Background: an optimization exercise with open tools, aiming at small area, a short achievable clock period and few clock cycles per item. Do not read the settings as production practice. Where RTL was checked, it was by simulation tests only, not by an equivalence proof against the original. Power is estimated from default activity; no workload was simulated.

== north ==
==> flow/design.v <==
module tfc (
    input  wire        clk,
    input  wire        rst,
    input  wire        cmd_valid,
    output wire        cmd_ready,
    input  wire [15:0] cmd_hdr,
    input  wire [63:0] cmd_data,
    output reg         resp_valid,
    output wire [63:0] resp_data,
    output reg  [2:0]  resp_status,
    output reg         mem_req,
    output reg         mem_we,
    output reg  [10:0] mem_addr,
    output wire [15:0] mem_wdata,
    input  wire        mem_gnt,
    input  wire        mem_rvalid,
    input  wire [15:0] mem_rdata
);
    localparam [2:0] C_NONE = 3'd0,      
                     C_GETC = 3'd1,
                     C_GETR = 3'd2,
                     C_TAS  = 3'd3,
                     C_SETC = 3'd4,
                     C_REL  = 3'd5,
                     C_NL   = 3'd6,      
                     C_SCR  = 3'd7;      
    reg         busy;
    reg  [1:0]  m;
    reg  [2:0]  cls;
    reg  [15:0] wd;
    reg  [6:0]  col;
    reg  [4:0]  row;
    reg  [7:0]  color;
    reg         wlock;
    assign cmd_ready = ~busy;
    assign mem_wdata = wd;
    assign resp_data = {48'd0, wd};
    function [10:0] add11;
        input [10:0] x, y;
        integer i;
        reg c;
        begin
            c = 1'b0;
            for (i = 0; i < 11; i = i + 1) begin
                add11[i] = x[i] ^ y[i] ^ c;
                c = (x[i] & y[i]) | (c & (x[i] ^ y[i]));
            end
        end
    endfunction
    function [6:0] inc7;
        input [6:0] x;
        integer i;
        reg c;
        begin
            c = 1'b1;
            for (i = 0; i < 7; i = i + 1) begin
                inc7[i] = x[i] ^ c;
                c = c & x[i];
            end
        end
    endfunction
    function [4:0] inc5;
        input [4:0] x;
        integer i;
        reg c;
        begin
            c = 1'b1;
            for (i = 0; i < 5; i = i + 1) begin
                inc5[i] = x[i] ^ c;
                c = c & x[i];
            end
        end
    endfunction
    wire        h_wr   = cmd_hdr[15];
    wire [2:0]  h_blk  = cmd_hdr[14:12];
    wire        b0     = (h_blk == 3'd0) & (cmd_hdr[11:2] == 10'd0);
    wire [1:0]  a      = cmd_hdr[1:0];
    wire        b4     = (h_blk == 3'd4);
    wire        rd_ok  = b4 & ~h_wr & ~cmd_hdr[11] &              
                         ~(&cmd_hdr[10:6] & (cmd_hdr[5] | cmd_hdr[4]));
    wire        c_putc = b0 &  h_wr & (a == 2'd0);
    wire        e_acc  = (b0 & ((~h_wr & (a == 2'd0)) | (h_wr & (a == 2'd2)))) | (b4 & h_wr);
    wire        e_res  = ~(b0 | b4) | (b4 & ~h_wr & ~rd_ok);
    wire [7:0]  bb     = cmd_data[7:0];
    wire        nl     = (bb == 8'h0A);
    wire        prt    = ~bb[7] & (bb[6] | bb[5]) & ~(&bb[6:0]);    
    wire [7:0]  glyph  = prt ? bb : (nl ? 8'h00 : 8'hFE);
    wire        wrap   = col[6] & col[4];           
    wire        bottom = row[4] & row[3];           
    wire        scr    = bottom & (nl | wrap);
    wire        putw   = c_putc & ~nl & ~(wrap & bottom);
    reg  [2:0]  c_cls;
    always @(*) begin
        c_cls = C_NONE;
        if (b0) begin
            case ({h_wr, a})
                3'b001: c_cls = C_GETC;
                3'b010: c_cls = C_GETR;
                3'b011: c_cls = C_TAS;
                3'b101: c_cls = C_SETC;
                3'b111: c_cls = C_REL;
                3'b100: c_cls = scr ? C_SCR : C_NL;
                default: c_cls = C_NONE;
            endcase
        end
    end
    wire [10:0] row5   = add11({4'd0, row, 2'b00}, {6'd0, row});
    wire [10:0] cur    = add11({row5[6:0], 4'd0}, {4'd0, col});
    wire        put    = col[6] | col[5];
    wire [7:0]  sv_ch  = (col == 7'h7F) ? 8'hFE : {1'b0, col};
    wire        g      = mem_gnt;
    reg         fin;
    wire        w1919  = fin & mem_addr[0];
    reg  [10:0] kstep;
    always @(*) begin
        if (!mem_we)
            kstep = (m == 2'd1) ? 11'd1 : -11'd81;             
        else if (m == 2'd1)
            kstep = fin ? 11'd1 : 11'd82;                      
        else if (m == 2'd3)
            kstep = w1919 ? 11'd1 : 11'd80;                    
        else
            kstep = 11'd1;                                     
    end
    wire [10:0] nxt    = mem_addr + kstep;
    always @(posedge clk) begin
        if (rst) begin
            busy       <= 1'b0;
            mem_req    <= 1'b0;
            resp_valid <= 1'b0;
            col        <= 7'd0;
            row        <= 5'd1;
            color      <= 8'h0F;
            wlock      <= 1'b0;
        end else begin
            resp_valid <= 1'b0;
            if (!busy) begin
                if (cmd_valid) begin
                    busy        <= 1'b1;
                    resp_status <= {e_acc, e_res};
                    cls         <= c_cls;
                    wd          <= {color, cmd_hdr[0] ? bb : glyph};
                    mem_addr    <= h_wr ? cur : cmd_hdr[10:0];
                    mem_req     <= putw | rd_ok;
                    mem_we      <= putw;
                    m           <= 2'd0;
                end
            end else if (!mem_req) begin
                busy       <= 1'b0;
                resp_valid <= 1'b1;
                wd         <= 16'd0;
                case (cls)
                    C_GETC: wd <= {8'd0, color};
                    C_GETR: wd <= {3'd0, row, 1'b0, col};
                    C_TAS: begin
                        wd    <= {15'd0, wlock};
                        wlock <= 1'b1;
                    end
                    C_SETC: color <= wd[7:0];
                    C_REL:  wlock <= 1'b0;
                    C_NL: begin
                        row <= inc5(row);
                        col <= 7'd0;
                    end
                    C_SCR: begin
                        busy       <= 1'b1;
                        resp_valid <= 1'b0;
                        wd         <= wd;
                        mem_req    <= 1'b1;
                        mem_we     <= 1'b0;
                        m          <= 2'd1;
                        mem_addr   <= 11'd160;
                        fin        <= 1'b0;
                        col        <= wd[7] ? 7'h7F : wd[6:0];
                    end
                    default: ;
                endcase
            end else if (!mem_we) begin
                case (m)
                    2'd0: begin                          
                        if (mem_rvalid) begin
                            wd         <= mem_rdata;
                            busy       <= 1'b0;
                            mem_req    <= 1'b0;
                            resp_valid <= 1'b1;
                        end
                    end
                    2'd1: begin                          
                        if (g) begin
                            m        <= 2'd2;
                            mem_addr <= nxt;
                        end
                    end
                    default: begin                       
                        if (mem_rvalid) wd <= mem_rdata;
                        if (g) begin
                            if (mem_addr == 11'd1999) fin <= 1'b1;
                            mem_we   <= 1'b1;
                            m        <= 2'd1;
                            mem_addr <= nxt;
                        end
                    end
                endcase
            end else begin
                case (m)
                    2'd0: begin                          
                        if (g) begin
                            if (wrap) row <= inc5(row);
                            col        <= wrap ? 7'd1 : inc7(col);
                            wd         <= 16'd0;
                            busy       <= 1'b0;
                            mem_req    <= 1'b0;
                            resp_valid <= 1'b1;
                        end
                    end
                    2'd1: begin                          
                        if (g) begin
                            if (w1919) begin
                                m        <= 2'd2;
                                wd       <= {color, put ? sv_ch : 8'h20};
                                col      <= {6'd0, put};
                            end else begin
                                if (mem_rvalid) wd <= mem_rdata;
                                if (!fin) begin
                                    mem_we <= 1'b0;
                                    m      <= 2'd2;
                                end
                            end
                            mem_addr <= nxt;
                        end else begin
                            m <= 2'd3;
                        end
                    end
                    2'd3: begin                          
                        if (g) begin
                            if (w1919) begin
                                m        <= 2'd2;
                                wd       <= {color, put ? sv_ch : 8'h20};
                                col      <= {6'd0, put};
                            end else begin
                                mem_we   <= 1'b0;
                                m        <= 2'd1;
                            end
                            mem_addr <= nxt;
                        end
                    end
                    default: begin                       
                        if (g) begin
                            wd[7:0]  <= 8'h20;
                            mem_addr <= nxt;
                            if (mem_addr == 11'd1999) begin
                                wd         <= 16'd0;
                                busy       <= 1'b0;
                                mem_req    <= 1'b0;
                                resp_valid <= 1'b1;
                            end
                        end
                    end
                endcase
            end
        end
    end
endmodule
==> flow/config.mk <==
export PLATFORM = sky130hd
export DESIGN_NAME = tfc
export DESIGN_NICKNAME = tfc
export VERILOG_FILES = /design/flow/design.v
export SDC_FILE = /design/flow/constraint.sdc
export NUM_CORES = 4
export LEC_CHECK = 0
export CAP_MARGIN = 20
export CORE_MARGIN = 2
export CORE_UTILIZATION = 40
export SETUP_SLACK_MARGIN = 3.6
export SLEW_MARGIN = 20
==> flow/constraint.sdc <==
create_clock -name core_clock -period 6.0 [get_ports {clk}]
set_input_delay 1.2000 -clock core_clock [delete_from_list [all_inputs] [get_ports {clk}]]
set_output_delay 1.2000 -clock core_clock [all_outputs]
set_load 0.01 [all_outputs]
run.sh (not shown) runs the stock make flow with config.mk's settings and CLKGATE_MAP_FILE= SYNTH_SCRIPT=/design/flow/synth_recipe.tcl, a recipe that flattens the netlist after the stock synthesis.
Testbench counts of north, summed over its fixed seeds: cycles 675,966, items 14,608.
Relative to north, the following input files were edited for south:
diff --git a/flow/design.v b/flow/design.v
--- a/flow/design.v
+++ b/flow/design.v
@@ -110,6 +110,5 @@
     wire [7:0]  sv_ch  = (col == 7'h7F) ? 8'hFE : {1'b0, col};
     wire        g      = mem_gnt;
-    reg         fin;
-    wire        w1919  = fin & mem_addr[0];
+    wire        a_end  = (mem_addr[10:1] == 10'd959);           
     reg  [10:0] kstep;
     always @(*) begin
@@ -117,7 +116,7 @@
             kstep = (m == 2'd1) ? 11'd1 : -11'd81;             
         else if (m == 2'd1)
-            kstep = fin ? 11'd1 : 11'd82;                      
+            kstep = a_end ? 11'd1 : 11'd82;                    
         else if (m == 2'd3)
-            kstep = w1919 ? 11'd1 : 11'd80;                    
+            kstep = a_end ? 11'd1 : 11'd80;                    
         else
             kstep = 11'd1;                                     
@@ -171,5 +170,4 @@
                         m          <= 2'd1;
                         mem_addr   <= 11'd160;
-                        fin        <= 1'b0;
                         col        <= wd[7] ? 7'h7F : wd[6:0];
                     end
@@ -195,5 +193,4 @@
                         if (mem_rvalid) wd <= mem_rdata;
                         if (g) begin
-                            if (mem_addr == 11'd1999) fin <= 1'b1;
                             mem_we   <= 1'b1;
                             m        <= 2'd1;
@@ -216,16 +213,17 @@
                     2'd1: begin                          
                         if (g) begin
-                            if (w1919) begin
+                            if (mem_addr == 11'd1919) begin
                                 m        <= 2'd2;
+                                mem_addr <= nxt;
                                 wd       <= {color, put ? sv_ch : 8'h20};
                                 col      <= {6'd0, put};
                             end else begin
                                 if (mem_rvalid) wd <= mem_rdata;
-                                if (!fin) begin
+                                if (mem_addr != 11'd1918) begin
                                     mem_we <= 1'b0;
                                     m      <= 2'd2;
                                 end
+                                mem_addr <= nxt;
                             end
-                            mem_addr <= nxt;
                         end else begin
                             m <= 2'd3;
@@ -234,5 +232,5 @@
                     2'd3: begin                          
                         if (g) begin
-                            if (w1919) begin
+                            if (mem_addr == 11'd1919) begin
                                 m        <= 2'd2;
                                 wd       <= {color, put ? sv_ch : 8'h20};
==> comparison <==
- In terms of vias per cell, north and south differ only marginally.
- Share of the clock period used by the worst path after layout: north and south compared, lower one is north
- Summary of south over north: share of power burned in the clock network rose by 0.3 points, cell area power density moved down.
- Number of global-route vias before repair up 167 in south wrt north
- On critical path depth: between north and south, it ends up lower for north.
- Maximum operating frequency | south below north
- [compare] base=north new=south: total congestion overflow roughly the same; non-clock buffer count higher; final standard cell utilization of the core higher.
- [south] first-iteration DRC count fell 47% relative to north
- Transition time at the pin with the least slew margin is lower on north
- After detailed routing, north needs less wire than south.
- Summary: with north as the reference, power after layout in south moved down slightly.
Function not checked in south: the RTL went through the layout flow alone.

-- separate check: timing with driven ports --
How much do the figures lean on ideal ports? The routed layouts below were timed once more, with nothing changed but the port constraints. Step 1 (the two cells are an assumption about what drives the block):
set clk [get_ports {clk}]
set_driving_cell -lib_cell sky130_fd_sc_hd__clkbuf_16 $clk
set_driving_cell -lib_cell sky130_fd_sc_hd__buf_2 [delete_from_list [all_inputs] $clk]
Step 2 also shifts input and output timing later by t, the mid clock arrival at the registers, as if the neighbouring blocks saw the same clock. Three values: ideal, step 1, step 2; two values: the first two.
| run | shift t [ns] | setup WS [ns] | worst hold slack (ns) | clock arrival spread, ns | worst register clock-pin slew, ns |
|---|---|---|---|---|---|
| north | 0.364 | 3.443 / 3.443 / 3.192 | 0.495 / 0.495 / 0.495 | 0.008 / 0.008 | 0.06 / 0.06 |
| south | 0.369 | 3.001 / 3.001 / 3.001 | 0.496 / 0.496 / 0.496 | 0.004 / 0.004 | 0.05 / 0.05 |
After both steps setup and hold are still met in every run listed. The setup slack of north, which loses most, moves by 0.000 ns with the drivers and by -0.251 ns with both steps.
